This is an optimization exercise on Yosys and OpenROAD, whose aim is small area, a short achievable clock period and few clock cycles per item, not a production implementation.
The RTL was checked by simulation tests, not by an equivalence proof against the original design.
Power figures rest on the tool's default switching activity, not on a simulated workload.

==> flow/design.v <==
module depkt_core (
    input  wire        clk,
    input  wire        rst,
    input  wire        cfg_strict_f,
    input  wire        cfg_zero_byte,
    input  wire        in_valid,
    output wire        in_ready,
    input  wire [31:0] in_data,
    input  wire [2:0]  in_cnt,
    input  wire        in_last,
    output wire        out_valid,
    input  wire        out_ready,
    output reg  [31:0] out_data,
    output reg  [2:0]  out_cnt,
    output wire        res_valid,
    output wire [2:0]  res_cause,
    output wire [4:0]  res_flags
);
    localparam [2:0] C_OK         = 3'd0;
    localparam [2:0] C_SHORT      = 3'd1;
    localparam [2:0] C_FBIT       = 3'd2;
    localparam [2:0] C_TRUNC_DON  = 3'd3;
    localparam [2:0] C_TRUNC_SIZE = 3'd4;
    localparam [2:0] C_TRUNC_EXTRA= 3'd5;
    localparam [2:0] C_ZERO_SIZE  = 3'd6;
    localparam [2:0] C_TRUNC_UNIT = 3'd7;
    localparam [2:0] S_IDLE  = 3'd0;    
    localparam [2:0] S_COPY  = 3'd1;    
    localparam [2:0] S_DRAIN = 3'd2;    
    localparam [2:0] S_SZ    = 3'd3;    
    localparam [2:0] S_HDR   = 3'd4;    
    localparam [2:0] S_UNIT  = 3'd5;    
    localparam [2:0] S_RES   = 3'd6;    
    localparam [2:0] S_SKIP  = 3'd7;    
    reg  [2:0]  st;
    reg  [1:0]  p;           
    reg  [3:0]  e;           
    reg  [1:0]  ph;          
    reg  [1:0]  at;          
    reg  [15:0] remain;      
    reg  [2:0]  err;         
    reg  [4:0]  flags;
    reg         ufbit;       
    function [4:0] classify(input [4:0] t);
        case (t)
            5'd1: classify = 5'b01000;    
            5'd5: classify = 5'b10000;    
            5'd6: classify = 5'b00100;    
            5'd7: classify = 5'b00001;    
            5'd8: classify = 5'b00010;    
            default: classify = 5'b00000;
        endcase
    endfunction
    function [3:0] runl(input [1:0] a);
        runl = (a == 2'd2) ? 4'd5 : (a == 2'd3) ? 4'd6 : 4'd2;
    endfunction
    wire [7:0] b0 = in_data[7:0];
    wire [7:0] b1 = in_data[15:8];
    wire [4:0] t0 = b0[4:0];
    wire is_single = (t0 != 5'd0) && (t0[4:3] != 2'b11);
    wire is_ag     = (t0[4:2] == 3'b110);
    wire is_fu     = (t0[4:1] == 4'b1110);
    wire is_fub    = t0[0];
    wire fu_start  = b1[7];
    wire [2:0] idle_err = (in_last && !in_cnt[2] && !(in_cnt[1] && in_cnt[0])) ? C_SHORT :
                          (cfg_strict_f && b0[7])                            ? C_FBIT :
                          (is_fu && is_fub && in_last && in_cnt == 3'd3)     ? C_TRUNC_DON : C_OK;
    wire [1:0]  sh = p;
    reg  [31:0] shifted;
    always @(*) begin
        case (sh)
            2'd0: shifted = in_data;
            2'd1: shifted = {8'hxx, in_data[31:8]};
            2'd2: shifted = {16'hxxxx, in_data[31:16]};
            default: shifted = {24'hxxxxxx, in_data[31:24]};
        endcase
    end
    wire [7:0] hsel = shifted[7:0];    
    reg  [3:0] zbl;
    integer i;
    always @(*)
        for (i = 0; i < 4; i = i + 1)
            zbl[i] = (in_data[8*i +: 5] == 5'd6) || (in_data[8*i +: 5] == 5'd7) ||
                     (in_data[8*i +: 5] == 5'd8);
    wire       zb4  = cfg_zero_byte && zbl[p];
    wire [3:0] cnt4    = {1'b0, in_cnt};
    wire [3:0] cnt1h   = {in_cnt[2], !in_cnt[2] && in_cnt[1] && in_cnt[0],
                          !in_cnt[2] && in_cnt[1] && !in_cnt[0], !in_cnt[2] && !in_cnt[1]};
    wire       e_hi    = e[3] || e[2];
    wire       seg_all = e_hi || (cnt1h[2] && e[1] && e[0]) || (cnt1h[1] && e[1]) ||
                         (cnt1h[0] && (e[1] || e[0]));
    wire       seg_end = (e == 4'd0) || (cnt1h[3] && (!e[3] && !(e[2] && (e[1] || e[0])))) ||
                         (cnt1h[2] && !e_hi) || (cnt1h[1] && !e_hi && !(e[1] && e[0])) ||
                         (cnt1h[0] && !e_hi && !e[1]);
    reg  [2:0] avail;
    always @(*) begin
        case ({in_cnt, p})
            5'b100_00: avail = 3'd4;
            5'b100_01, 5'b011_00: avail = 3'd3;
            5'b100_10, 5'b011_01, 5'b010_00: avail = 3'd2;
            default: avail = 3'd1;
        endcase
    end
    wire [2:0] seg_n   = (e[3:2] == 2'b00 || e == 4'd4) ? e[2:0] - {1'b0, p} : avail;
    wire [15:0] size_next = {(ph == 2'd0) ? shifted[7:0] : remain[15:8],
                             (ph == 2'd0) ? ((p != 2'd3) ? shifted[15:8] : remain[7:0]) :
                             (ph == 2'd1) ? shifted[7:0] : remain[7:0]};
    wire        rem_zero  = (remain == 16'd0);
    wire [15:0] remain_dec = remain + {14'h3fff, p};      
    reg        emit;         
    reg        prefix;       
    reg        fuhdr;        
    reg        bdone;        
    reg  [2:0] ncopy;        
    always @(*) begin
        emit   = 1'b0;
        prefix = 1'b0;
        fuhdr  = 1'b0;
        bdone  = 1'b0;
        ncopy  = avail;
        case (st)
            S_IDLE: begin
                emit   = is_single || (is_fu && fu_start);
                prefix = is_single;
                fuhdr  = is_fu && fu_start;
            end
            S_COPY: begin
                emit  = 1'b1;
                bdone = 1'b1;
            end
            S_DRAIN, S_SKIP: bdone = 1'b1;
            S_SZ:    bdone = seg_all;
            S_HDR: begin
                emit   = !rem_zero;
                prefix = 1'b1;
            end
            S_UNIT: begin
                emit   = 1'b1;
                ncopy  = seg_n;
                bdone  = seg_all;
            end
            default: ;
        endcase
    end
    wire active = in_valid && (st != S_RES);
    wire wants  = (st == S_IDLE) || (st == S_COPY) || (st == S_HDR) || (st == S_UNIT);
    wire fire   = active && (!wants || out_ready);
    wire ending = fire && bdone && in_last;
    assign out_valid = in_valid && (((st == S_IDLE) && (is_single || (is_fu && fu_start))) ||
                                    (st == S_COPY) || (st == S_UNIT) ||
                                    ((st == S_HDR) && !rem_zero));
    assign in_ready  = in_valid && (((st == S_COPY) && out_ready) || (st == S_DRAIN) || (st == S_SKIP) ||
                                    ((st == S_SZ) && seg_all) ||
                                    ((st == S_UNIT) && seg_all && out_ready));
    assign res_valid = (st == S_RES) || (st == S_COPY && in_valid && in_last && out_ready);
    assign res_cause = (st != S_RES) ? C_OK :
                       (err == C_TRUNC_UNIT && rem_zero) ? C_ZERO_SIZE : err;
    assign res_flags = (st == S_RES && err != C_OK) ? 5'd0 : flags;
    wire       sel_pre = (st == S_IDLE) || (st == S_HDR);
    wire       sel_e   = (st == S_UNIT) && (e[3:2] == 2'b00 || e == 4'd4);
    wire [2:0] emp     = e[2:0] - {1'b0, p};
    wire       big     = zb4 || ((st == S_IDLE) && t0[4] && t0[3]);
    wire [7:0] lane3   = (st == S_IDLE) ? ((t0[4] && t0[3]) ? {b0[7:5], b1[4:0]} : 8'h01) :
                         (st == S_HDR)  ? 8'h01 : in_data[31:24];
    always @(*) begin
        out_data[31:24] = lane3;
        out_data[23:16] = sel_pre ? {7'd0, !zb4} : shifted[23:16];
        out_data[15:0]  = sel_pre ? 16'd0 : shifted[15:0];
        out_cnt         = sel_pre ? {big, !big, !big} : sel_e ? emp : avail;
    end
    reg [2:0] end_cause;
    always @(*) begin
        case (st)
            S_IDLE: end_cause = idle_err;
            S_SZ:   end_cause = (in_cnt == {1'b0, p}) ? C_OK :      
                                seg_end ? C_TRUNC_UNIT :
                                (ph == 2'd0 && avail == 3'd1) ? C_TRUNC_SIZE :
                                C_TRUNC_EXTRA;
            S_UNIT: end_cause = !seg_end ? C_TRUNC_UNIT : ufbit ? C_FBIT : C_OK;
            default: end_cause = err;
        endcase
    end
    wire [4:0] cls = classify((st == S_IDLE && is_fu) ? b1[4:0] : hsel[4:0]);
    wire       do_cls = (st == S_IDLE) ? (is_single || (is_fu && fu_start)) : (st == S_HDR);
    always @(posedge clk) begin
        if (rst) begin
            st <= S_IDLE;
            p  <= 2'd0;
        end else if (st == S_RES) begin
            st <= S_IDLE;
        end else if (fire) begin
            if (do_cls || st == S_IDLE)
                flags <= ((st == S_IDLE) ? 5'd0 : flags) | (do_cls ? cls : 5'd0);
            case (st)
                S_IDLE: begin
                    err <= idle_err;
                    ph  <= 2'd0;
                    at  <= t0[1:0];
                    if (is_single)
                        st <= S_COPY;
                    else if (is_fu) begin
                        if (is_fub)
                            st <= S_SKIP;
                        else begin
                            st <= S_COPY;
                            p  <= 2'd2;
                        end
                    end else if (is_ag) begin
                        st <= S_SZ;
                        if (t0[1:0] == 2'd0) begin
                            p <= 2'd1;
                            e <= 4'd3;
                        end else begin
                            p <= 2'd3;
                            e <= 4'd3 + runl(t0[1:0]);
                        end
                    end else
                        st <= S_DRAIN;
                    if (idle_err != C_OK)
                        st <= S_DRAIN;
                end
                S_SKIP:
                    st <= S_COPY;
                S_SZ: begin
                    remain <= size_next;
                    if (seg_end) begin
                        st <= S_HDR;
                        p  <= e[1:0];
                    end else begin
                        e  <= e - 4'd4;
                        ph <= (ph == 2'd0 && p == 2'd3) ? 2'd1 : 2'd2;
                    end
                end
                S_HDR: begin
                    ufbit <= cfg_strict_f && hsel[7];
                    e     <= (remain[15:3] != 13'd0) ? 4'hf : {2'b00, p} + {1'b0, remain[2:0]};
                    if (rem_zero) begin
                        err <= C_ZERO_SIZE;
                        st  <= S_DRAIN;
                    end else
                        st <= S_UNIT;
                end
                S_UNIT: begin
                    if (seg_end) begin
                        ph <= 2'd0;
                        p  <= e[1:0];
                        e  <= (seg_all ? 4'd0 : {2'b00, e[1:0]}) + runl(at);
                        if (ufbit) begin
                            err <= C_FBIT;
                            st  <= S_DRAIN;
                        end else
                            st <= S_SZ;
                    end else begin
                        if (!in_last)
                            remain <= remain_dec;
                        e <= (remain_dec[15:3] != 13'd0) ? 4'hf : {1'b0, remain_dec[2:0]};
                    end
                end
                default: ;
            endcase
            if (bdone)
                p <= 2'd0;
            if (ending && st != S_COPY) begin
                st  <= S_RES;
                err <= end_cause;
            end else if (ending)
                st <= S_IDLE;
        end
    end
endmodule
module rtp_h264_depkt32 (
    input  wire        clk,
    input  wire        rst,
    input  wire        cfg_strict_f,
    input  wire        cfg_zero_byte,
    input  wire        in_valid,
    output wire        in_ready,
    input  wire [31:0] in_data,
    input  wire [2:0]  in_cnt,
    input  wire        in_last,
    output wire        out_valid,
    input  wire        out_ready,
    output wire [31:0] out_data,
    output wire [2:0]  out_cnt,
    output wire        res_valid,
    output wire [2:0]  res_cause,
    output wire [4:0]  res_flags
);
    depkt_core core (
        .clk(clk), .rst(rst),
        .cfg_strict_f(cfg_strict_f), .cfg_zero_byte(cfg_zero_byte),
        .in_valid(in_valid), .in_ready(in_ready), .in_data(in_data), .in_cnt(in_cnt),
        .in_last(in_last),
        .out_valid(out_valid), .out_ready(out_ready), .out_data(out_data), .out_cnt(out_cnt),
        .res_valid(res_valid), .res_cause(res_cause), .res_flags(res_flags)
    );
endmodule
==> flow/flow/run.sh <==
#!/bin/bash
# The standard layout (standard.sh) with two changes:
#  - ABC maps for area (dc2, dch, map -a) in synthesis: ORFS's scripts are copied and
#    their abc_area.script replaced with flow/abc_area.script (ABC_AREA is
#    set in config.mk); synthesis is otherwise the standard flow's own, so the registers
#    and their names are the standard synthesis's;
#  - the port buffers are buf_2 cells instead of the default delay buffers.
# The make output goes to standard.log; each step's log is under orfs/logs.
set -euo pipefail
rm -rf scripts_abc
cp -r "$FLOW_HOME/scripts" scripts_abc
cp flow/abc_area.script scripts_abc/abc_area.script
export SCRIPTS_DIR="$PWD/scripts_abc"
export BUFFER_PORTS_ARGS="-buffer_cell sky130_fd_sc_hd__buf_2"
bash standard.sh > standard.log 2>&1
==> flow/flow/abc_area.script <==
strash
dc2
dch
map -a
topo
stime -c
buffer -c
upsize -c
dnsize -c
==> flow/standard.sh <==
#!/bin/bash
# synth_recipe.tcl (not shown) runs the flow's synth.tcl, then flattens the netlist and writes it again
# the make line also repeats each setting of config.mk as NAME=value (left out here)
make -C /OpenROAD-flow-scripts/flow DESIGN_CONFIG=/design/flow/config.mk WORK_HOME=/design/flow/orfs CLKGATE_MAP_FILE= SYNTH_SCRIPT=/design/flow/synth_recipe.tcl "${@:-finish}"
==> flow/config.mk <==
export PLATFORM = sky130hd
export DESIGN_NAME = rtp_h264_depkt32
export DESIGN_NICKNAME = rtp_h264_depkt32
export VERILOG_FILES = /design/flow/design.v
export SDC_FILE = /design/flow/constraint.sdc
export NUM_CORES = 4
export LEC_CHECK = 0
export ABC_AREA = 1
export CAP_MARGIN = 20
export CORE_MARGIN = 2
export CORE_UTILIZATION = 40
export SETUP_SLACK_MARGIN = 3.0
export SLEW_MARGIN = 20
==> flow/constraint.sdc <==
create_clock -name core_clock -period 7.0 [get_ports {clk}]
set_input_delay 1.4000 -clock core_clock [delete_from_list [all_inputs] [get_ports {clk}]]
set_output_delay 1.4000 -clock core_clock [all_outputs]
set_load 0.01 [all_outputs]
==> flow_summary_export.csv, run 1 <==
group,metric,value,unit
floorplan,initial_utilization,41.3,%
sta,tightest_slew,0.898,ns
synth,synthFlopType,"edfxtp_1",
setup_path,critPathArrivalTime,2.64,ns
synth,synth_area,3820,µm²
synth,ys_types,46,
setup_path,cp-start-kind,"primary input",
synth,synth.most_common_cell,"nor2_1",
drt,drc_errors,0,
setup_path,worstPathRequired,5.60,ns
sta,max-slew-margin-rel,38.6,%
sta,clock_skew,0.00364,ns
synth,async_flop_share,0,%
synth,avgSynthCellArea,6.53,µm²
grt,grt_pass1_vias,4396,
drt,first_pass_iters,5,
placed_design,finalWeightedCongestion,0.992,
synth,synth_common_cells,"nor2_1 (105), nand2_1 (95), inv_1 (82)",
cts,cts_buffers,5,
setup_path,crit_family,"simple AND/OR/NAND/NOR gates",
layout,layout.cells.non_filler,807,
drt,routed_via_density,5.66,
placed_design,place_inst,792,
cts,clk_pin_slew,0.08,ns
sta,fmax,247,MHz
grt,grt_max_degree,25,
setup_path,path_cells,"buf_4, nor4_2, a31oi_1, o21ai_1, nand4_1, nand2_2, nor2_4, a31o_2, buf_6",
setup_path,crit_type,"in2out",
pwr,p_leak,2.10,nW
synth,synth_area_leaders,"edfxtp_1 (26%), nor2_1 (10%), nand2_1 (9.3%)",
cts,clock-sinks,38,
cts,clk_latency,0.30,ns
sta,maxSlewViolCount,0,
setup_path,cp_slowest_stage_delay,0.27,ns
cts,ctsHtreeMaxLevel,2,
sta,setup_viol,0,
cts,clk_path_buf_depth,2,
grt,track_usage,27.0,%
floorplan,die_y,102,µm
layout,n_antenna_cell,0,
sta,period_needed,4.04,ns
grt,gr-total-overflow,0,
placed_design,hpwlAfterDp,11000,µm
layout,fill_cells,1010,
setup_path,path_buf_inv,2,
flow_run,maxCapViolCount,0,
layout,area_growth,23.3,%
sta,period_share,57.7,%
synth,seq_area_frac_synth,28.6,%
synth,yosys.area.top_type,"edfxtp_1",
grt,antenna_found_initial,0,
sta,setup_tns,0,ns
floorplan,design.core.area,9240,µm²
cts,cts_tree,"built",
layout,finalNetCount,729,
grt,grt_first_pass_wirelength,21600,µm
setup_path,worst_setup_path_end_kind,"primary output",
sta,hold_violations,0,
pwr,power_density,258,nW/µm²
synth,synth_fp_nets,637,
cts,ctsHoldBuffers,0,
drt,ant_nets,0,
floorplan,ios,88,
synth,synth_top_area_share,26.0,%
drt,drt_iter0_markers,333,
floorplan,row_count,35,
setup_path,slowest_stage,"nor4_2",
drt,wirelength,14000,µm
min_path,min_path_type,"reg2reg",
floorplan,fp.dieArea,10300,µm²
sta,rsz0062_at_grt,"yes",
floorplan,die_x,102,µm
drt,avgRoutedWirePerCell,17.4,µm
synth,ys_ff_latch,38,
placed_design,io_buffer_count,87,
setup_path,cp_max_fo,5,
layout,drive_gt1_share,23.3,%
pwr,peakVddDrop,108,µV
cts,cts-root-buf,"clkbuf_8",
synth,yosys_warnings,1,
outcome,status,"no timing/DRC/antenna violations",
synth,synthCells,585,
drt,vias,4567,
synth,synth_edf_count,33,
logic make-up after synthesis:
group / Yosys count / synth area share (%)
AND/OR/NAND/NOR: 250 / 27.8
AO/OA/AOI/OAI: 164 / 26.3
buffers and inverters: 113 / 11.1
flip-flops: 38 / 28.6
adder cells (fa/ha/maj): 10 / 3.87
XOR/XNOR: 9 / 2.06
multiplexers: 1 / 0.262
placed cells by master, fill, tap and decap left out, types with 4 or more instances in the layout:
| master | synthesis | layout |
|---|---|---|
| nor2_1 | 105 | 97 |
| nand2_1 | 95 | 94 |
| inv_1 | 82 | 79 |
| buf_2 | 1 | 79 |
| o21ai_0 | 54 | 50 |
| edfxtp_1 | 33 | 33 |
| a21oi_1 | 33 | 32 |
| inv_2 | 17 | 19 |
| nor3_1 | 17 | 16 |
| a31oi_1 | 15 | 15 |
| buf_4 | 0 | 13 |
| nand3_1 | 12 | 12 |
| o22ai_1 | 11 | 11 |
| nor2_4 | 3 | 9 |
| o21ai_1 | 5 | 8 |
| nor2_2 | 5 | 7 |
| a22oi_1 | 8 | 7 |
| ha_1 | 7 | 7 |
| o211ai_1 | 6 | 6 |
| nand4_1 | 5 | 5 |
| o221ai_1 | 5 | 5 |
| xnor2_1 | 5 | 5 |
| a211oi_1 | 5 | 5 |
| clkbuf_8 | 0 | 5 |
| dfxtp_1 | 5 | 5 |
| xor2_1 | 4 | 4 |
| buf_6 | 0 | 4 |
where the power goes:
part / total [W] / switching, W / internal, W / leakage (nW)
Combinational: 0.000758 / 0.000505 / 0.000253 / 1.71
Clock: 0.000157 / 0.0000890 / 0.0000684 / 0.0416
Sequential: 0.000300 / 0.0000149 / 0.000285 / 0.342
Total: 0.00122 / 0.000609 / 0.000607 / 2.10
worst reg2reg max path: cells and delay by family, from the launching register on:
kind | cells | cell delay, ns
and+or+nand+nor | 7 | 1.24
adders and majority gates | 2 | 0.70
AOI/OAI and AO/OA | 2 | 0.52
buffers and inverters | 3 | 0.36
DFF | 1 | 0.30
xor gates and xnor gates | 1 | 0.17
cell type report:
type | count | area, µm² | area share (%)
clock inverter | 3 | 16.3 | 0.345
timing repair buffer | 98 | 568 | 12.1
multi-input combinational | 434 | 2430 | 51.5
clock buffer | 5 | 68.8 | 1.46
inverter | 100 | 378 | 8.02
sequential | 38 | 1090 | 23.2
tap | 129 | 161 | 3.43
metal layers:
metal	vias up	GRT usage (%)	part of all wire (%)	wire length (µm)
met4	0	12.3	3.4	479
met2	275	44.2	44	6230
met1	2065	35.4	42	5900
li1	2191	-	-	-
met5	-	0	0	0
met3	36	3.66	10	1420
worst paths after layout:
| check | end | slack [ns] | depth (start not counted) | from |
|---|---|---|---|---|
| worst min-delay path | core.st[1] | 0.61 | 2 | core.st[1] |
| worst max-delay path | out_cnt[1] | 2.96 | 9 | in_data[25] |
| worst max register to register | core.e[3] | 3.42 | 15 | core.p[0] |
| worst min register to register | core.st[1] | 0.61 | 2 | core.st[1] |
flip-flops by register name, summed over array words and instances (netlist names):
name         flops
core.e           4
core.err         3
core.st          3
core.flags       5
core.ph          2
core.p           2
core.remain     16
core.ufbit       1
core.at          2
repair_timing:
action                                  in CTS  in global routing
pin swaps                                    2                 12
endpoints found under the setup margin      10                 13
buffers inserted                             2                  5
resized for setup                           16                 32
metrics by stage:
step	setup WS, ns	cell area [µm²]	power, W	hold WS [ns]	utilization (%)
2_1_floorplan	3.19	3820	0.000754	0.532	-
3_3_place_gp	2.73	4400	0.00100	0.584	47.6
3_5_place_dp	2.65	4400	0.00101	0.594	47.6
4_1_cts	2.99	4560	0.00118	0.606	49.3
5_1_grt	2.88	4710	0.00130	0.643	51.0
6_report	2.96	4710	0.00122	0.607	51.0
Testbench counts, summed over its fixed seeds: cycles 48,649, in bytes 177,094.
==> inputs of run 2 (changes only) <==
--- a/flow/config.mk
+++ b/flow/config.mk
@@ -9,5 +9,5 @@
 export CAP_MARGIN = 20
 export CORE_MARGIN = 2
 export CORE_UTILIZATION = 40
-export SETUP_SLACK_MARGIN = 3.0
+export SETUP_SLACK_MARGIN = 2.9
 export SLEW_MARGIN = 20
==> flow_summary_export.csv, run 2 <==
group,metric,value,unit
floorplan,die_y,102,µm
drt,ant_nets,0,
setup_path,r2r_start,"core.p[0]",
grt,grt_pass1_vias,4358,
layout,regMostFlops,"core.remain",
outcome,status,"no timing/DRC/antenna violations",
flow_run,maxCapViolCount,0,
layout,top_regs,"core.remain: 16 flops, core.flags: 5 flops, core.e: 4 flops",
setup_path,crit_type,"in2out",
setup_path,cp-start-kind,"primary input",
grt,antenna_found_initial,0,
synth,synthCells,585,
synth,synthFlopType,"edfxtp_1",
sta,fmax,246,MHz
cts,cts_tree,"built",
floorplan,die_x,102,µm
sta,period_needed,4.07,ns
setup_path,worstPathRequired,5.60,ns
drt,drc_errors,0,
grt,track_usage,26.6,%
sta,hold_violations,0,
synth,yosys_warnings,1,
synth,ys_types,46,
sta,period_share,58.1,%
placed_design,hpwlAfterDp,11000,µm
setup_path,path_cells,"buf_2, nor2_4, inv_2, a21oi_2, a22oi_2, o21ai_2, o211ai_1, a31oi_1, buf_2",
placed_design,io_buffer_count,87,
drt,routed_via_density,5.63,
layout,finalNetCount,725,
floorplan,ios,88,
setup_path,cp_slowest_stage_delay,0.27,ns
cts,cts_buffers,5,
layout,final_area,4620,µm²
setup_path,cpMostUsedCell,"buf_2",
sta,clock_skew,0.00676,ns
layout,n_antenna_cell,0,
grt,gr-total-overflow,0,
synth,synth.most_common_cell,"nor2_1",
min_path,min_path_type,"reg2reg",
grt,grt_first_pass_wirelength,21400,µm
pwr,peakVddDrop,109,µV
drt,first_pass_iters,5,
setup_path,crit_family,"compound AO/OA/AOI/OAI gates",
synth,synth_edf_count,33,
cts,cts-root-buf,"clkbuf_8",
layout,fill_cells,1006,
synth,seq_area_frac_synth,28.6,%
cts,clock-sinks,38,
synth,synth_common_cells,"nor2_1 (105), nand2_1 (95), inv_1 (82)",
setup_path,worst_setup_path_end_kind,"primary output",
sta,maxSlewViolCount,0,
synth,synth_area,3820,µm²
setup_path,worstSetupStartpoint,"in_cnt[2]",
synth,yosys.area.top_type,"edfxtp_1",
layout,largest_reg_flops,16,
floorplan,initial_utilization,41.3,%
synth,synth_fp_nets,637,
synth,ys_ff_latch,38,
placed_design,placed_cell_area,4400,µm²
drt,wirelength,13900,µm
drt,vias,4519,
drt,drt_iter0_markers,336,
min_path,min_from,"core.st[1]",
sta,max-slew-margin-rel,37.4,%
placed_design,finalWeightedCongestion,0.992,
sta,setup_tns,0,ns
synth,synth_top_area_share,26.0,%
setup_path,critPathArrivalTime,2.67,ns
cts,clk_path_buf_depth,2,
cts,ctsHtreeMaxLevel,2,
cts,clk_latency,0.30,ns
sta,rsz0062_at_grt,"yes",
layout,drive_gt1_share,22.1,%
floorplan,design.core.area,9240,µm²
floorplan,fp.dieArea,10300,µm²
sta,setup_viol,0,
drt,avgRoutedWirePerCell,17.3,µm
setup_path,slowest_stage,"o21ai_2",
sta,tightest_slew,0.915,ns
floorplan,row_count,35,
setup_path,cp_max_fo,6,
synth,synth_area_leaders,"edfxtp_1 (26%), nor2_1 (10%), nand2_1 (9.3%)",
synth,async_flop_share,0,%
cts,ctsHoldBuffers,0,
layout,mostFrequentLayoutCells,"nor2_1 (99), nand2_1 (94), buf_2 (84), inv_1 (81), o21ai_0 (52)",
cts,clk_pin_slew,0.08,ns
synth,avgSynthCellArea,6.53,µm²
layout,area_growth,21.1,%
pwr,p_leak,2.07,nW
grt,grt_max_degree,25,
pwr,power_density,260,nW/µm²
layout,final_common_cell,"nor2_1",
setup_path,path_buf_inv,3,
==> run 2: cell type report <==
class	instances	area [µm²]	share of cell area, %
inverter	100	378	8.17
clock inverter	3	16.3	0.352
timing repair buffer	94	499	10.8
tap	129	161	3.49
sequential	38	1090	23.6
clock buffer	5	68.8	1.49
multi-input combinational	434	2410	52.1
==> run 2: cells by family (layout without fill, tap and decap cells) <==
| kind of cell | after synthesis | after routing | share of synthesized area [%] |
|---|---|---|---|
| buffers and inverters | 113 | 202 | 11.1 |
| adder cells (fa/ha/maj) | 10 | 10 | 3.87 |
| AO/OA/AOI/OAI | 164 | 164 | 26.3 |
| flip-flops | 38 | 38 | 28.6 |
| AND/OR/NAND/NOR | 250 | 250 | 27.8 |
| XOR/XNOR | 9 | 9 | 2.06 |
| multiplexers | 1 | 1 | 0.262 |
==> run 2: power breakdown <==
group	switching, W	internal (W)	total, W	leakage [nW]
clock network	0.0000901	0.0000685	0.000159	0.0416
logic	0.000502	0.000242	0.000744	1.68
registers	0.0000151	0.000285	0.000300	0.342
==> run 2: metrics by stage <==
stage          hold slack (ns)  utilization [%]  power (W)  instances  setup slack, ns
2_1_floorplan            0.532                -   0.000754        585             3.19
3_3_place_gp             0.584             47.6    0.00100        792             2.73
3_5_place_dp             0.594             47.6    0.00101        792             2.65
4_1_cts                  0.606             48.7    0.00116        800             2.83
5_1_grt                  0.643             50.0    0.00128        803             2.85
6_report                 0.605             50.0    0.00120        803             2.93
==> run 2: tightest hold or removal path: cells and delay by family, from the launching register on <==
family,cells,cell delay (ns)
buffers and inverters,1,0.12
AOI/OAI and AO/OA,1,0.08
DFF,1,0.35
==> run 2: path summary, 6_finish.rpt <==
path           endpoint  slack, ns  depth (start not counted)
max reg2reg   core.e[3]       3.43                         15
max            in_ready       2.93                          9
min          core.st[1]       0.60                          2
min reg2reg  core.st[1]       0.60                          2
==> run 2: repair_timing <==
| item | CTS | global route |
|---|---|---|
| setup buffers | 0 | 3 |
| pin swaps | 0 | 7 |
| endpoints found under the hold margin | 0 | 0 |
| gates resized for setup | 4 | 24 |
| setup endpoints to repair | 4 | 10 |
==> run 2: layer usage <==
| layer | track usage, % | wire, µm | vias to the layer above |
|---|---|---|---|
| met2 | 43.7 | 6080 | 285 |
| li1 | - | - | 2193 |
| met4 | 10.7 | 519 | 0 |
| met3 | 3.66 | 1380 | 42 |
| met5 | 0 | 0 | - |
| met1 | 35.3 | 5910 | 1999 |
==> inputs of run 3 (changes only) <==
--- a/flow/config.mk
+++ b/flow/config.mk
@@ -9,5 +9,6 @@
 export CAP_MARGIN = 20
 export CORE_MARGIN = 2
 export CORE_UTILIZATION = 40
+export PLACE_DENSITY = 0.75
 export SETUP_SLACK_MARGIN = 2.9
 export SLEW_MARGIN = 20
==> flow_summary_export.csv, run 3 <==
group,metric,value,unit
pwr,power,0.00126,W
sta,setup_tns,0,ns
layout,largest_reg_flops,16,
drt,wl_met1,5430,µm
cts,ctsHoldBuffers,0,
drt,ant_nets,0,
grt,gr-total-overflow,0,
layout,regMostFlops,"core.remain",
synth,yosys_warnings,1,
synth,yosys.area.top_type,"edfxtp_1",
setup_path,worst_setup_path_end_kind,"primary output",
layout,area_growth,22.1,%
synth,synth_compound_area_share,26.3,%
placed_design,placed_cell_area,4390,µm²
floorplan,ios,88,
synth,synth_common_cells,"nor2_1 (105), nand2_1 (95), inv_1 (82)",
pwr,internal_power,0.000668,W
synth,avgSynthCellArea,6.53,µm²
synth,synthFlopType,"edfxtp_1",
synth,ys_ff_latch,38,
pwr,power_switching,0.000595,W
synth,synth_edf_count,33,
floorplan,die_x,102,µm
cts,cts_tree,"built",
cts,clk_path_buf_depth,2,
synth,async_flop_share,0,%
setup_path,slowest_stage,"nor4_2",
layout,n_antenna_cell,0,
layout,final_area,4660,µm²
cts,cts_buffers,5,
placed_design,hpwlAfterDp,10500,µm
synth,yosys-mux-area-fraction,0.262,%
sta,fmax,245,MHz
floorplan,design.core.area,9240,µm²
drt,wirelength,13300,µm
setup_path,cp_max_fo,5,
layout,top_regs,"core.remain: 16 flops, core.flags: 5 flops, core.e: 4 flops",
synth,yosys.area_share.xor_xnor,2.06,%
synth,synth.most_common_cell,"nor2_1",
cts,clk_pin_slew,0.08,ns
floorplan,die_y,102,µm
floorplan,row_count,35,
floorplan,fp.dieArea,10300,µm²
cts,ctsHtreeMaxLevel,2,
setup_path,worstPathRequired,5.60,ns
cts,clock-sinks,38,
sta,clock_skew,0.00924,ns
sta,period_needed,4.08,ns
sta,max-slew-margin-rel,47.2,%
synth,synthAdderAreaFrac,3.87,%
floorplan,initial_utilization,41.3,%
drt,wl_met3,1350,µm
synth,synth_fp_nets,637,
pwr,seq_power_share,25.1,%
sta,period_share,58.2,%
setup_path,cp_slowest_stage_delay,0.23,ns
drt,routed_via_density,5.80,
setup_path,critPathArrivalTime,2.68,ns
grt,grt_first_pass_wirelength,20900,µm
cts,cts-root-buf,"clkbuf_8",
grt,track_usage,25.6,%
layout,drive_gt1_share,22.4,%
layout,mostFrequentLayoutCells,"nor2_1 (98), nand2_1 (94), buf_2 (83), inv_1 (81), o21ai_0 (52)",
grt,antenna_found_initial,0,
synth,synth_area_leaders,"edfxtp_1 (26%), nor2_1 (10%), nand2_1 (9.3%)",
pwr,peakVddDrop,137,µV
grt,grt_max_degree,25,
sta,fin_ws,2.92,ns
placed_design,io_buffer_count,87,
synth,synthCells,585,
min_path,min_path_type,"reg2reg",
sta,timing.hold.ws,0.605,ns
layout,finalNetCount,724,
pwr,p_sw_share,47.1,%
drt,drt_iter0_markers,394,
synth,synth_top_area_share,26.0,%
drt,vias,4652,
grt,grt_pass1_vias,4319,
drt,first_pass_iters,5,
pwr,p_clk_share,18.0,%
sta,hold_violations,0,
placed_design,post-place-ws,2.62,ns
synth,synthSimpleGateAreaFrac,27.8,%
synth,synth_top_family_by_area,"simple AND/OR/NAND/NOR gates",
synth,ys_types,46,
outcome,status,"no timing/DRC/antenna violations",
placed_design,finalWeightedCongestion,0.991,
pwr,power_frac_comb,57.0,%
setup_path,crit_type,"in2out",
setup_path,cp-start-kind,"primary input",
flow_run,maxCapViolCount,0,
sta,tightest_slew,0.792,ns
drt,top_layer,"met4",
synth,synth_area,3820,µm²
pwr,power_density,271,nW/µm²
sta,setup_viol,0,
pwr,p_leak,2.09,nW
setup_path,path_cells,"buf_4, nor4_2, a31oi_1, o21ai_1, nand4_1, nand2_2, nor2_4, a31o_2, buf_2",
sta,rsz0062_at_grt,"yes",
cts,clk_latency,0.29,ns
synth,seq_area_frac_synth,28.6,%
layout,fill_cells,916,
layout,final_common_cell,"nor2_1",
sta,maxSlewViolCount,0,
drt,wl_met2,5990,µm
drt,drc_errors,0,
drt,avgRoutedWirePerCell,16.5,µm
==> run 3: changes by cell type in the layout (fill, tap and decap cells not counted), sizes merged <==
cell      previous run  this run
buf                 94        93
clkinv               3         2
bufinv               0         2
clkinvlp             1         0
==> run 3: timing repair <==
item,4_1_cts,5_1_grt
cloned,0,0
pin swaps,0,8
gates resized for setup,8,27
endpoints found under the setup margin,8,17
buffers inserted,0,3
==> run 3: layout make-up <==
| type | instances | area, µm² | area share [%] |
|---|---|---|---|
| timing repair buffer | 93 | 502 | 10.8 |
| multi-input combinational | 434 | 2400 | 51.4 |
| tap | 129 | 161 | 3.46 |
| clock inverter | 3 | 63.8 | 1.37 |
| clock buffer | 5 | 68.8 | 1.48 |
| sequential | 38 | 1090 | 23.4 |
| inverter | 100 | 378 | 8.10 |
==> run 3: metrics by stage <==
| step | utilization (%) | std cells |
|---|---|---|
| after global placement | 47.5 | 791 |
| after detailed placement | 47.5 | 791 |
| after floorplan | - | 585 |
| after global routing | 50.5 | 802 |
| after CTS | 49.2 | 799 |
| final | 50.5 | 802 |
==> run 3: worst max-delay path: cells and delay by family <==
family | cells | cell delay [ns]
buf+inv | 2 | 0.27
simple gates | 4 | 0.52
compound gates | 3 | 0.48
==> run 3: worst paths after layout <==
| check | start | end | slack (ns) | cells past startpoint |
|---|---|---|---|---|
| max | in_data[25] | out_cnt[1] | 2.92 | 9 |
| min | core.st[1] | core.st[1] | 0.61 | 2 |
| max reg2reg | core.p[0] | core.e[2] | 3.67 | 14 |
| min reg2reg | core.st[1] | core.st[1] | 0.61 | 2 |
==> run 3: logic make-up after synthesis <==
family | after synthesis
flip-flops | 38
AND/OR/NAND/NOR | 250
adder cells (fa/ha/maj) | 10
buffers and inverters | 113
multiplexers | 1
AO/OA/AOI/OAI | 164
XOR/XNOR | 9
==> run 3: power by group through the flow <==
stage	registers (W)	clock network [W]	logic, W
2_1_floorplan	0.000305	0	0.000449
3_3_place_gp	0.000318	0	0.000665
3_5_place_dp	0.000319	0	0.000671
4_1_cts	0.000314	0.000226	0.000679
5_1_grt	0.000320	0.000237	0.000782
6_report	0.000317	0.000227	0.000720
==> run 3: layer usage <==
metal	GRT usage (%)	vias up
met4	10.9	0
met5	0	-
met3	4.21	45
met2	41.9	295
li1	-	2185
met1	33.4	2127
==> inputs of run 4 (changes only) <==
--- a/flow/config.mk
+++ b/flow/config.mk
@@ -9,6 +9,6 @@
 export CAP_MARGIN = 20
 export CORE_MARGIN = 2
 export CORE_UTILIZATION = 40
-export PLACE_DENSITY = 0.75
+export GPL_TIMING_DRIVEN = 0
 export SETUP_SLACK_MARGIN = 2.9
 export SLEW_MARGIN = 20
==> flow_summary_export.csv, run 4 <==
group,metric,value,unit
sta,rsz0062_at_grt,"yes",
synth,seq_area_frac_synth,28.6,%
floorplan,initial_utilization,41.3,%
grt,grt_max_degree,13,
cts,ctsHoldBuffers,0,
setup_path,worst_setup_path_end_kind,"primary output",
floorplan,design.core.area,9240,µm²
setup_path,cp_max_fo,4,
synth,ys_ff_latch,38,
drt,drc_errors,0,
sta,tightest_slew,0.955,ns
sta,clock_skew,0.0144,ns
sta,fmax,246,MHz
layout,finalNetCount,733,
synth,synth_common_cells,"nor2_1 (105), nand2_1 (95), inv_1 (82)",
layout,area_growth,22.2,%
drt,ant_nets,0,
floorplan,row_count,35,
synth,synth_area_leaders,"edfxtp_1 (26%), nor2_1 (10%), nand2_1 (9.3%)",
sta,hold_violations,0,
placed_design,hpwlAfterDp,11500,µm
min_path,min_path_type,"reg2reg",
flow_run,maxCapViolCount,0,
floorplan,die_x,102,µm
synth,yosys_warnings,1,
floorplan,ios,88,
cts,clock-sinks,38,
synth,synth_area,3820,µm²
floorplan,die_y,102,µm
synth,synth_edf_count,33,
synth,avgSynthCellArea,6.53,µm²
synth,synthCells,585,
setup_path,cp-start-kind,"primary input",
pwr,p_leak,2.07,nW
layout,regMostFlops,"core.remain",
pwr,peakVddDrop,124,µV
setup_path,worstPathRequired,5.60,ns
layout,top_regs,"core.remain: 16 flops, core.flags: 5 flops, core.e: 4 flops",
layout,final_common_cell,"nor2_1",
outcome,status,"no timing/DRC/antenna violations",
sta,maxSlewViolCount,0,
sta,setup_tns,0,ns
placed_design,io_buffer_count,87,
layout,mostFrequentLayoutCells,"nor2_1 (99), nand2_1 (94), buf_2 (84), inv_1 (80), o21ai_0 (52)",
placed_design,finalWeightedCongestion,1.01,
drt,wirelength,14100,µm
layout,largest_reg_flops,16,
cts,cts_tree,"built",
drt,vias,4568,
setup_path,crit_type,"in2out",
cts,clk_pin_slew,0.09,ns
placed_design,place_inst,802,
synth,ys_types,46,
cts,ctsHtreeMaxLevel,2,
sta,period_share,58.1,%
drt,first_pass_iters,5,
drt,routed_via_density,5.63,
grt,grt_pass1_vias,4374,
synth,synthFlopType,"edfxtp_1",
layout,n_antenna_cell,0,
drt,avgRoutedWirePerCell,17.4,µm
grt,grt_first_pass_wirelength,22400,µm
cts,cts-root-buf,"clkbuf_8",
pwr,power_density,260,nW/µm²
grt,gr-total-overflow,0,
synth,yosys.area.top_type,"edfxtp_1",
setup_path,critPathArrivalTime,2.66,ns
cts,cts_buffers,5,
sta,period_needed,4.06,ns
grt,antenna_found_initial,0,
cts,clk_path_buf_depth,2,
sta,timing.hold.ws,0.598,ns
synth,async_flop_share,0,%
sta,max-slew-margin-rel,34.7,%
synth,synth_top_area_share,26.0,%
cts,clk_latency,0.30,ns
layout,layout.cells.non_filler,811,
synth,synth.most_common_cell,"nor2_1",
sta,setup_viol,0,
grt,track_usage,28.0,%
synth,synth_fp_nets,637,
layout,drive_gt1_share,21.6,%
drt,drt_iter0_markers,412,
floorplan,fp.dieArea,10300,µm²
-- run 4: metrics by stage --
| step | setup slack (ns) | power (W) | area, µm² | util, % |
|---|---|---|---|---|
| 2_1_floorplan | 3.19 | 0.000754 | 3820 | - |
| 3_3_place_gp | 2.00 | 0.000999 | 4420 | 47.8 |
| 3_5_place_dp | 2.71 | 0.00101 | 4430 | 47.9 |
| 4_1_cts | 2.91 | 0.00117 | 4540 | 49.1 |
| 5_1_grt | 2.84 | 0.00130 | 4670 | 50.5 |
| 6_report | 2.94 | 0.00121 | 4670 | 50.5 |
-- run 4: final cells by class --
cell class,count,area [µm²]
well taps,129,161
fillers,999,4570
clock inverters,3,16.3
clock buffers,5,68.8
repair buffers,89,479
plain buffers,13,50.0
inverters,100,378
flip-flops and latches,38,1090
multi-input cells,434,2420
-- run 4: cell families (layout without fill, tap and decap cells) --
| logic type | count (synthesis) | after routing | synth area share, % |
|---|---|---|---|
| AO/OA/AOI/OAI | 164 | 164 | 26.3 |
| buffers and inverters | 113 | 210 | 11.1 |
| AND/OR/NAND/NOR | 250 | 250 | 27.8 |
| XOR/XNOR | 9 | 9 | 2.06 |
| adder cells (fa/ha/maj) | 10 | 10 | 3.87 |
| flip-flops | 38 | 38 | 28.6 |
| multiplexers | 1 | 1 | 0.262 |
-- run 4: power breakdown --
| part | internal [W] | leakage, nW | switching, W |
|---|---|---|---|
| logic | 0.000251 | 1.69 | 0.000497 |
| registers | 0.000285 | 0.342 | 0.0000233 |
| clock network | 0.0000685 | 0.0416 | 0.0000876 |
-- run 4: per-layer routing --
layer,vias up,track usage (%),routed length [µm]
met1,2077,39.4,6420
met5,-,0,0
met2,247,42.7,6050
met4,0,12.6,601
li1,2200,-,-
met3,44,3.66,1030
-- run 4: what timing repair did --
action                     in CTS  in global routing
buffers inserted                0                  1
setup endpoints to repair       9                  9
resized for setup              10                 28
pin swaps                       0                  6
-- run 4: path summary, 6_finish.rpt --
kind / to / depth (start not counted) / startpoint / slack, ns
setup / recovery: out_cnt[1] / 10 / in_data[27] / 2.94
hold / removal: core.st[1] / 2 / core.st[1] / 0.60
setup reg to reg: core.e[1] / 14 / core.p[0] / 3.58
hold reg to reg: core.st[1] / 2 / core.st[1] / 0.60
-- run 4: critical path: stages --
cell     delay (ns)
buf_8          0.09
inv_4          0.04
nor4_4         0.25
a31oi_1        0.08
o21ai_1        0.15
nand4_1        0.14
nand2_2        0.12
nor2_4         0.06
a31o_4         0.23
buf_6          0.12
==> inputs of run 5 (changes only) <==
==> flow/flow/abc_area.script (replaced) <==
strash
dc2
dch
map -a
topo
--- a/flow/config.mk
+++ b/flow/config.mk
@@ -9,6 +9,5 @@
 export CAP_MARGIN = 20
 export CORE_MARGIN = 2
 export CORE_UTILIZATION = 40
-export GPL_TIMING_DRIVEN = 0
 export SETUP_SLACK_MARGIN = 2.9
 export SLEW_MARGIN = 20
==> flow_summary_export.csv, run 5 <==
group,metric,value,unit
drt,routed_via_density,5.82,
floorplan,design.core.area,9110,µm²
synth,synth_fp_nets,624,
cts,clock-sinks,38,
synth,ys_types,34,
drt,ant_nets,0,
sta,period_needed,4.15,ns
sta,setup_tns,0,ns
floorplan,ios,88,
pwr,power_density,259,nW/µm²
sta,tightest_slew,0.846,ns
cts,ctsHtreeMaxLevel,2,
synth,synth_edf_count,33,
layout,top_regs,"core.remain: 16 flops, core.flags: 5 flops, core.e: 4 flops",
grt,antenna_found_initial,0,
sta,maxSlewViolCount,0,
cts,clk_path_buf_depth,2,
sta,setup_viol,0,
synth,yosys.area.top_type,"edfxtp_1",
flow_run,maxCapViolCount,0,
sta,clock_skew,0.0134,ns
setup_path,critPathArrivalTime,2.75,ns
synth,synthCells,572,
synth,synth_common_cells,"nor2_1 (113), clkinv_1 (100), nand2_1 (95)",
layout,mostFrequentLayoutCells,"nor2_1 (98), nand2_1 (95), clkinv_1 (90), buf_2 (86), o21ai_0 (52)",
sta,rsz0062_at_grt,"yes",
synth,synth_area_leaders,"edfxtp_1 (27%), nor2_1 (11%), clkinv_1 (10%)",
setup_path,slowest_stage,"o311ai_2",
drt,first_pass_iters,7,
synth,async_flop_share,0,%
sta,period_share,59.3,%
layout,drive_gt1_share,22.3,%
drt,avgRoutedWirePerCell,18.0,µm
floorplan,die_y,100,µm
grt,grt_max_degree,25,
grt,track_usage,28.5,%
setup_path,worstPathRequired,5.60,ns
sta,timing.hold.ws,0.610,ns
floorplan,die_x,100,µm
cts,cts_tree,"built",
synth,avgSynthCellArea,6.49,µm²
floorplan,initial_utilization,40.8,%
layout,largest_reg_flops,16,
cts,clk_latency,0.31,ns
drt,drt_iter0_markers,363,
setup_path,cp-start-kind,"primary input",
drt,vias,4608,
synth,synth_top_area_share,26.7,%
placed_design,finalWeightedCongestion,0.938,
synth,synthFlopType,"edfxtp_1",
grt,gr-total-overflow,0,
layout,regMostFlops,"core.remain",
cts,clk_pin_slew,0.09,ns
setup_path,cp_max_fo,5,
outcome,status,"no timing/DRC/antenna violations",
synth,synth_area,3710,µm²
layout,finalNetCount,732,
placed_design,hpwlAfterDp,11300,µm
synth,ys_ff_latch,38,
floorplan,fp.dieArea,10100,µm²
layout,final_util,50.9,%
floorplan,row_count,35,
sta,hold_violations,0,
setup_path,path_cells,"clkbuf_4, clkinvlp_4, o311ai_2, nand4_1, nand2_1, nor2_1, a21oi_1, buf_2",
setup_path,crit_type,"in2out",
cts,ctsHoldBuffers,0,
min_path,min_path_type,"reg2reg",
placed_design,io_buffer_count,87,
synth,seq_area_frac_synth,29.4,%
cts,cts_buffers,5,
synth,synth.most_common_cell,"nor2_1",
layout,n_antenna_cell,0,
cts,cts-root-buf,"clkbuf_8",
setup_path,cp_slowest_stage_delay,0.30,ns
grt,grt_pass1_vias,4370,
placed_design,post-place-ws,2.25,ns
drt,wirelength,14300,µm
setup_path,worst_setup_path_end_kind,"primary output",
placed_design,place_inst,775,
layout,area_growth,24.8,%
pwr,peakVddDrop,124,µV
sta,fmax,241,MHz
drt,drc_errors,0,
sta,max-slew-margin-rel,42.2,%
pwr,p_leak,1.82,nW
layout,layout.cells.non_filler,792,
synth,yosys_warnings,1,
grt,grt_first_pass_wirelength,22400,µm
layout,fill_cells,973,
layout,final_common_cell,"nor2_1",
sta,fin_ws,2.85,ns
## run 5: repair_timing
action,CTS,global route
buffers inserted,3,6
endpoints found under the setup margin,36,26
gates resized for setup,19,31
pin swaps,3,3
## run 5: per-layer routing
metal  track usage [%]  wire, µm
met1              39.5      6230
met5                 0         0
met4              9.38       405
met3              4.18      1070
met2              45.6      6560
## run 5: power breakdown
group,internal (W),switching (W),total [W],leakage [nW]
clock network,0.0000689,0.0000921,0.000161,0.0426
logic,0.000240,0.000482,0.000722,1.44
registers,0.000286,0.0000307,0.000317,0.343
## run 5: final cells by class
class,count,area (µm²),area share [%]
Multi-Input combinational cell,434,2380,51.4
Sequential cell,38,1090,23.6
Timing Repair Buffer,101,543,11.7
Inverter,100,394,8.51
Tap cell,111,139,3.00
Clock buffer,6,72.6,1.57
Clock inverter,2,8.76,0.189
## run 5: worst max-delay path, delay by kind of cell
kind,cells,cell delay (ns)
buffers and inverters,3,0.52
AOI/OAI and AO/OA,2,0.52
and+or+nand+nor,3,0.31
## run 5: path summary, 6_finish.rpt
kind	from	endpoint	slack (ns)	cells after the start
worst max register to register	core.p[0]	core.e[1]	3.46	14
worst min register to register	core.st[1]	core.st[1]	0.61	2
worst min-delay path	core.st[1]	core.st[1]	0.61	2
worst max-delay path	in_data[1]	out_cnt[2]	2.85	8
## run 5: logic make-up (layout without fill, tap and decap cells)
| group | after synthesis | after routing | synth area share [%] |
|---|---|---|---|
| buffers and inverters | 100 | 209 | 10.1 |
| and+or+nand+nor | 250 | 250 | 27.2 |
| xor gates and xnor gates | 9 | 9 | 2.12 |
| adders and majority gates | 10 | 10 | 3.98 |
| muxes | 1 | 1 | 0.270 |
| DFF | 38 | 38 | 29.4 |
| AOI/OAI and AO/OA | 164 | 164 | 26.9 |
## run 5: stage by stage
step,area (µm²),power [W]
after CTS,4490,0.00117
after global placement,4340,0.000996
after floorplan,3730,0.000734
final,4630,0.00120
after detailed placement,4340,0.000993
after global routing,4630,0.00128
==> inputs of run 6 (changes only) <==
--- a/flow/config.mk
+++ b/flow/config.mk
@@ -9,5 +9,5 @@
 export CAP_MARGIN = 20
 export CORE_MARGIN = 2
 export CORE_UTILIZATION = 40
-export SETUP_SLACK_MARGIN = 2.9
+export SETUP_SLACK_MARGIN = 3.1
 export SLEW_MARGIN = 20
==> flow_summary_export.csv, run 6 <==
group,metric,value,unit
layout,mostFrequentLayoutCells,"nor2_1 (94), nand2_1 (93), clkinv_1 (79), buf_2 (79), o21ai_0 (47)",
setup_path,r2r-end,"core.e[1]",
sta,hold_violations,0,
sta,period_share,58.8,%
synth,synth_common_cells,"nor2_1 (113), clkinv_1 (100), nand2_1 (95)",
grt,grt_max_degree,25,
layout,drive_gt1_share,27.4,%
cts,clk_latency,0.30,ns
layout,regMostFlops,"core.remain",
pwr,p_leak,1.98,nW
synth,synth_fp_nets,624,
cts,clk_pin_slew,0.08,ns
sta,fin_ws,2.88,ns
sta,clock_skew,0.0135,ns
pwr,power_switching,0.000646,W
grt,gr-total-overflow,0,
sta,tightest_slew,0.967,ns
drt,top_layer,"met4",
min_path,whs_endpoint,"core.st[1]",
min_path,min_from,"core.st[1]",
cts,ctsHoldBuffers,0,
drt,routed_via_density,5.94,
synth,synth_area,3710,µm²
sta,maxSlewViolCount,0,
sta,rsz0062_at_grt,"yes",
synth,yosys_warnings,1,
setup_path,cp_max_fo,4,
synth,synth_edf_count,33,
pwr,seq_power_share,25.0,%
setup_path,critPathArrivalTime,2.72,ns
pwr,p_clk_share,12.9,%
grt,grt_first_pass_wirelength,22900,µm
cts,cts-root-buf,"clkbuf_8",
floorplan,design.core.area,9110,µm²
floorplan,initial_utilization,40.8,%
grt,track_usage,28.8,%
pwr,power,0.00130,W
synth,synth.most_common_cell,"nor2_1",
floorplan,die_y,100,µm
synth,synthCells,572,
sta,setup_viol,0,
synth,avgSynthCellArea,6.49,µm²
synth,synth_area_leaders,"edfxtp_1 (27%), nor2_1 (11%), clkinv_1 (10%)",
cts,ctsHtreeMaxLevel,2,
synth,synthFlopType,"edfxtp_1",
min_path,min_path_type,"reg2reg",
layout,final_util,55.1,%
drt,first_pass_iters,5,
layout,top_regs,"core.remain: 16 flops, core.flags: 5 flops, core.e: 4 flops",
synth,ys_types,34,
synth,async_flop_share,0,%
sta,max-slew-margin-rel,33.9,%
sta,fmax,243,MHz
grt,grt_pass1_vias,4513,
synth,synth_top_area_share,26.7,%
cts,clock-sinks,38,
setup_path,r2r_start,"core.remain[0]",
floorplan,fp.dieArea,10100,µm²
drt,wl_met3,1150,µm
pwr,p_sw_share,49.7,%
drt,avgRoutedWirePerCell,18.5,µm
pwr,power_density,259,nW/µm²
layout,area_growth,35.3,%
placed_design,post-place-ws,2.13,ns
drt,wl_met2,6940,µm
setup_path,worst_setup_path_end_kind,"primary output",
pwr,internal_power,0.000653,W
pwr,peakVddDrop,147,µV
layout,n_antenna_cell,0,
drt,vias,4790,
sta,setup_tns,0,ns
floorplan,ios,88,
drt,ant_nets,0,
outcome,status,"no timing/DRC/antenna violations",
drt,wirelength,14900,µm
layout,finalNetCount,747,
min_path,hold_path_depth,2,
setup_path,crit_type,"in2out",
sta,period_needed,4.12,ns
grt,antenna_found_initial,0,
synth,yosys.area.top_type,"edfxtp_1",
flow_run,maxCapViolCount,0,
layout,final_common_cell,"nor2_1",
cts,cts_buffers,5,
setup_path,rrSetupSlack,3.42,ns
cts,cts_tree,"built",
placed_design,io_buffer_count,87,
synth,seq_area_frac_synth,29.4,%
pwr,power_frac_comb,62.2,%
drt,drt_iter0_markers,406,
setup_path,cp-start-kind,"primary input",
floorplan,die_x,100,µm
setup_path,worstPathRequired,5.60,ns
placed_design,finalWeightedCongestion,1.03,
cts,clk_path_buf_depth,2,
setup_path,r2r_cells,14,
drt,wl_met1,6240,µm
layout,largest_reg_flops,16,
drt,drc_errors,0,
synth,ys_ff_latch,38,
floorplan,row_count,35,
placed_design,hpwlAfterDp,11100,µm
sta,timing.hold.ws,0.626,ns
## run 6: cell counts after synthesis
No cell type changed its count.
## run 6: area by class of cell
class	instances	area, µm²
multi-input combinational	435	2530
sequential	38	1100
clock inverter	1	5.00
clock buffer	7	86.3
inverter	100	438
timing repair buffer	115	726
tap	111	139
fill	906	4090
## run 6: cells by family after synthesis
logic type / share of synthesized area (%)
and+or+nand+nor: 27.2
AOI/OAI and AO/OA: 26.9
buffers and inverters: 10.1
DFF: 29.4
adders and majority gates: 3.98
xor gates and xnor gates: 2.12
muxes: 0.270
## run 6: critical path, cell delays in order
cell and delay [ns]:
buf_2 0.18, clkinv_1 0.21, nor2_4 0.20, a221oi_2 0.08, nand2_1 0.13, nand3_2 0.09, a31o_4 0.30, buf_6 0.12
## run 6: power groups by stage
stage | combinational [W] | sequential, W | clock [W]
2_1_floorplan | 0.000427 | 0.000310 | 0
3_3_place_gp | 0.000667 | 0.000318 | 0
3_5_place_dp | 0.000667 | 0.000319 | 0
4_1_cts | 0.000724 | 0.000319 | 0.000166
5_1_grt | 0.000868 | 0.000327 | 0.000176
6_report | 0.000808 | 0.000324 | 0.000167
## run 6: timing repair
| item | in CTS | in global routing |
|---|---|---|
| endpoints found under the hold margin | 0 | 0 |
| gates resized for setup | 69 | 50 |
| setup buffers | 12 | 14 |
| pin swaps | 14 | 20 |
| setup endpoints to repair | 43 | 39 |
| gates cloned | 1 | 0 |
## run 6: through the flow
step                area [µm²]  std cells
global placement          4330        772
finish                    5020        807
floorplan                 3730        572
global route              5020        807
detailed placement        4330        772
CTS                       4730        793
## run 6: worst max-delay path by stage
stage / from / to / slack (ns) / cells after the start
after global routing: in_data[11] / out_cnt[0] / 2.90 / 10
after detailed placement: core.st[0] / out_valid / 2.13 / 8
after floorplan: in_data[3] / out_valid / 3.03 / 6
after CTS: in_data[27] / out_cnt[1] / 2.96 / 10
final: in_cnt[0] / out_cnt[0] / 2.88 / 8
after global placement: core.st[0] / out_valid / 2.16 / 8
## run 6: per-layer routing
layer	track usage [%]	up-vias
met3	3.97	55
met4	11.7	0
met2	46.4	258
met5	0	-
li1	-	2245
met1	39.0	2232
==> inputs of run 7 (changes only) <==
==> flow/flow/run.sh (replaced) <==
#!/bin/bash
# The standard layout (standard.sh) with two changes:
#  - ABC maps for area (map -a) in synthesis: ORFS's scripts are copied and
#    their abc_area.script replaced with flow/abc_area.script (ABC_AREA is
#    set in config.mk); synthesis is otherwise the standard flow's own, so the registers
#    and their names are the standard synthesis's;
#  - the port buffers are buf_1 cells instead of the default delay buffers.
# The make output goes to standard.log; each step's log is under orfs/logs.
set -euo pipefail
rm -rf scripts_abc
cp -r "$FLOW_HOME/scripts" scripts_abc
cp flow/abc_area.script scripts_abc/abc_area.script
export SCRIPTS_DIR="$PWD/scripts_abc"
export BUFFER_PORTS_ARGS="-buffer_cell sky130_fd_sc_hd__buf_1"
bash standard.sh > standard.log 2>&1
==> flow/flow/abc_area.script (replaced) <==
strash
dch
map -a
topo
stime -c
buffer -c
upsize -c
dnsize -c
--- a/flow/config.mk
+++ b/flow/config.mk
@@ -9,5 +9,5 @@
 export CAP_MARGIN = 20
 export CORE_MARGIN = 2
 export CORE_UTILIZATION = 40
-export SETUP_SLACK_MARGIN = 3.1
+export SETUP_SLACK_MARGIN = 2.9
 export SLEW_MARGIN = 20
==> flow_summary_export.csv, run 7 <==
group,metric,value,unit
synth,ys_types,58,
cts,clk_path_buf_depth,2,
layout,multi_input_area,2560,µm²
placed_design,placed_cell_area,4460,µm²
drt,drc_errors,0,
synth,yosys_warnings,1,
synth,ys_ff_latch,38,
layout,final_common_cell,"nor2_1",
layout,final_area,4780,µm²
layout,drive_gt1_share,15.2,%
setup_path,critPathArrivalTime,2.68,ns
grt,track_usage,24.9,%
sta,tightest_slew,0.769,ns
floorplan,design.core.area,9730,µm²
sta,period_needed,4.08,ns
drt,first_pass_iters,4,
synth,seq_area_frac_synth,27.3,%
flow_run,maxCapViolCount,0,
pwr,peakVddDrop,76.4,µV
synth,synth_edf_count,33,
grt,antenna_found_initial,0,
layout,largest_reg_flops,16,
cts,ctsHtreeMaxLevel,2,
setup_path,worstPathRequired,5.60,ns
pwr,internal_power,0.000463,W
drt,routed_via_density,5.66,
sta,clock_skew,0.0158,ns
pwr,p_sw_share,38.7,%
layout,regMostFlops,"core.remain",
grt,grt_max_degree,22,
floorplan,die_y,104,µm
cts,clk_pin_slew,0.07,ns
floorplan,row_count,36,
setup_path,cp-start-kind,"primary input",
min_path,min_path_type,"reg2reg",
layout,area_growth,19.8,%
synth,synthFlopType,"edfxtp_1",
layout,mostFrequentLayoutCells,"nor2_1 (96), nand2_1 (83), inv_1 (81), buf_1 (71), o21ai_0 (46)",
layout,finalNetCount,730,
drt,drt_iter0_markers,439,
synth,synth_common_cells,"nor2_1 (100), nand2_1 (83), inv_1 (82)",
layout,regArea,1090,µm²
synth,synthCells,585,
floorplan,ios,88,
sta,period_share,58.3,%
sta,setup_tns,0,ns
setup_path,crit_type,"in2out",
layout,n_antenna_cell,0,
pwr,seq_power_share,35.4,%
placed_design,finalWeightedCongestion,0.943,
setup_path,worst_setup_path_end_kind,"primary output",
pwr,power_switching,0.000293,W
layout,top_regs,"core.remain: 16 flops, core.flags: 5 flops, core.e: 4 flops",
cts,cts_tree,"built",
grt,grt_pass1_vias,4242,
pwr,power_density,158,nW/µm²
synth,avgSynthCellArea,6.82,µm²
sta,fmax,245,MHz
cts,cts-root-buf,"clkbuf_8",
pwr,p_leak,1.91,nW
cts,ctsHoldBuffers,0,
pwr,power_frac_comb,39.3,%
sta,rsz0062_at_grt,"yes",
floorplan,die_x,104,µm
placed_design,io_buffer_count,87,
drt,ant_nets,0,
cts,clock-sinks,38,
synth,synth_area_leaders,"edfxtp_1 (25%), nor2_1 (9.4%), nand2_1 (7.8%)",
floorplan,initial_utilization,41.0,%
drt,avgRoutedWirePerCell,16.9,µm
placed_design,hpwlAfterDp,11000,µm
setup_path,cp_max_fo,5,
synth,async_flop_share,0,%
synth,synth_fp_nets,637,
cts,clk_latency,0.31,ns
drt,vias,4594,
grt,grt_first_pass_wirelength,21800,µm
pwr,p_clk_share,25.3,%
sta,setup_viol,0,
drt,wirelength,13700,µm
sta,max-slew-margin-rel,48.5,%
synth,synth_area,3990,µm²
outcome,status,"no timing/DRC/antenna violations",
cts,cts_buffers,5,
sta,hold_violations,0,
layout,fill_cells,1042,
floorplan,fp.dieArea,10800,µm²
sta,maxSlewViolCount,0,
synth,synth_top_area_share,24.8,%
grt,gr-total-overflow,0,
synth,yosys.area.top_type,"edfxtp_1",
synth,synth.most_common_cell,"nor2_1",
==> run 7: changes by cell type after synthesis, sizes merged, moves of 5 or more <==
cell and delta:
o21ai -12, a31oi -7, clkinv -98, xor2 +7, nand3 +5, buf +5
clkbuf +7, inv +100, nor2 +6, o2111ai +5, nand2 -10, o22ai +8
==> run 7: cell families after synthesis <==
logic type      share of synthesized area [%]
compound gates                           24.3
xor+xnor                                 3.29
fa+ha+maj                                3.70
buf+inv                                  11.1
flops                                    27.3
mux                                     0.752
simple gates                             29.6
==> run 7: path summary, 6_finish.rpt <==
kind	from	endpoint	slack (ns)	cells after the start
worst min-delay path	core.st[0]	core.st[0]	0.59	2
worst max register to register	core.p[0]	core.e[2]	3.89	11
worst min register to register	core.st[0]	core.st[0]	0.59	2
worst max-delay path	in_cnt[0]	out_cnt[1]	2.92	12
==> run 7: layout make-up <==
cell class | count | area share [%]
repair buffers | 98 | 9.81
clock inverters | 3 | 0.837
multi-input cells | 433 | 53.5
flip-flops and latches | 38 | 22.9
clock buffers | 5 | 1.44
well taps | 133 | 3.48
inverters | 102 | 8.09
==> run 7: what timing repair did <==
item,in CTS,in global routing
setup endpoints to repair,8,7
resized for setup,13,42
setup buffers,1,7
pin swaps,2,8
==> run 7: per-stage QoR <==
step	cells	hold slack, ns	utilization [%]	setup slack [ns]	total power [W]
after CTS	805	0.572	47.3	2.83	0.000733
after floorplan	585	0.504	-	3.12	0.000448
after detailed placement	796	0.562	45.8	2.68	0.000540
after global routing	812	0.603	49.1	2.86	0.000794
final	812	0.592	49.1	2.92	0.000756
after global placement	796	0.556	45.8	2.77	0.000539
==> run 7: layer usage <==
metal	global-route usage, %	wire length (µm)	share of wire (%)	vias to the layer above
li1	-	-	-	2195
met1	36.2	6110	44	2132
met2	38.9	6110	44	244
met3	3.32	1240	9.0	23
met4	6.66	283	2.1	0
met5	0	0	0	-
==> run 7: power by group through the flow <==
stage               logic [W]  registers [W]  clock network (W)
floorplan            0.000181       0.000267                  0
global placement     0.000267       0.000272                  0
detailed placement   0.000268       0.000272                  0
CTS                  0.000272       0.000267           0.000193
global route         0.000325       0.000268           0.000201
finish               0.000297       0.000268           0.000192
==> run 7: critical path, cell delays in order <==
cell	delay [ns]
buf_2	0.14
inv_2	0.07
nor2_4	0.04
inv_2	0.05
nor2_4	0.04
inv_2	0.08
o22ai_2	0.07
a211oi_2	0.26
buf_4	0.14
nand2_1	0.05
a31o_4	0.22
buf_6	0.12

static timing again, ports no longer ideal:
No port has a modelled driver above. Below, the same layouts with a new extraction and two added sets of constraints. Step 1 (the two cells are an assumption about what drives the block):
set clk [get_ports {clk}]
set_driving_cell -lib_cell sky130_fd_sc_hd__clkbuf_16 $clk
set_driving_cell -lib_cell sky130_fd_sc_hd__buf_2 [delete_from_list [all_inputs] $clk]
Step 2 adds t to the input delays and takes it off the output delays; t is the mean of the earliest and latest rising clock arrival at the registers after step 1. Input paths then give back, and output paths get back, about the clock's delay inside the block. Three values: no drivers, after step 1, after step 2; two values: the first two.
run	t, ns	slack for setup (ns)	slew at the worst register clock pin (ns)	cell pins on the clock port's net
run 1	0.332	2.958 / 2.918 / 2.918	0.08 / 0.08	1
run 2	0.331	2.934 / 2.906 / 2.906	0.09 / 0.09	1
run 3	0.320	2.924 / 2.878 / 2.878	0.08 / 0.08	1
run 4	0.324	2.936 / 2.885 / 2.885	0.09 / 0.09	1
run 5	0.337	2.851 / 2.828 / 2.828	0.09 / 0.09	1
run 6	0.324	2.884 / 2.862 / 2.862	0.09 / 0.09	1
run 7	0.333	2.917 / 2.884 / 2.884	0.09 / 0.09	1
After both steps setup and hold are still met in every run listed. For run 4, which loses most, drivers alone change the setup slack by -0.051 ns; drivers and shift together by -0.051 ns.
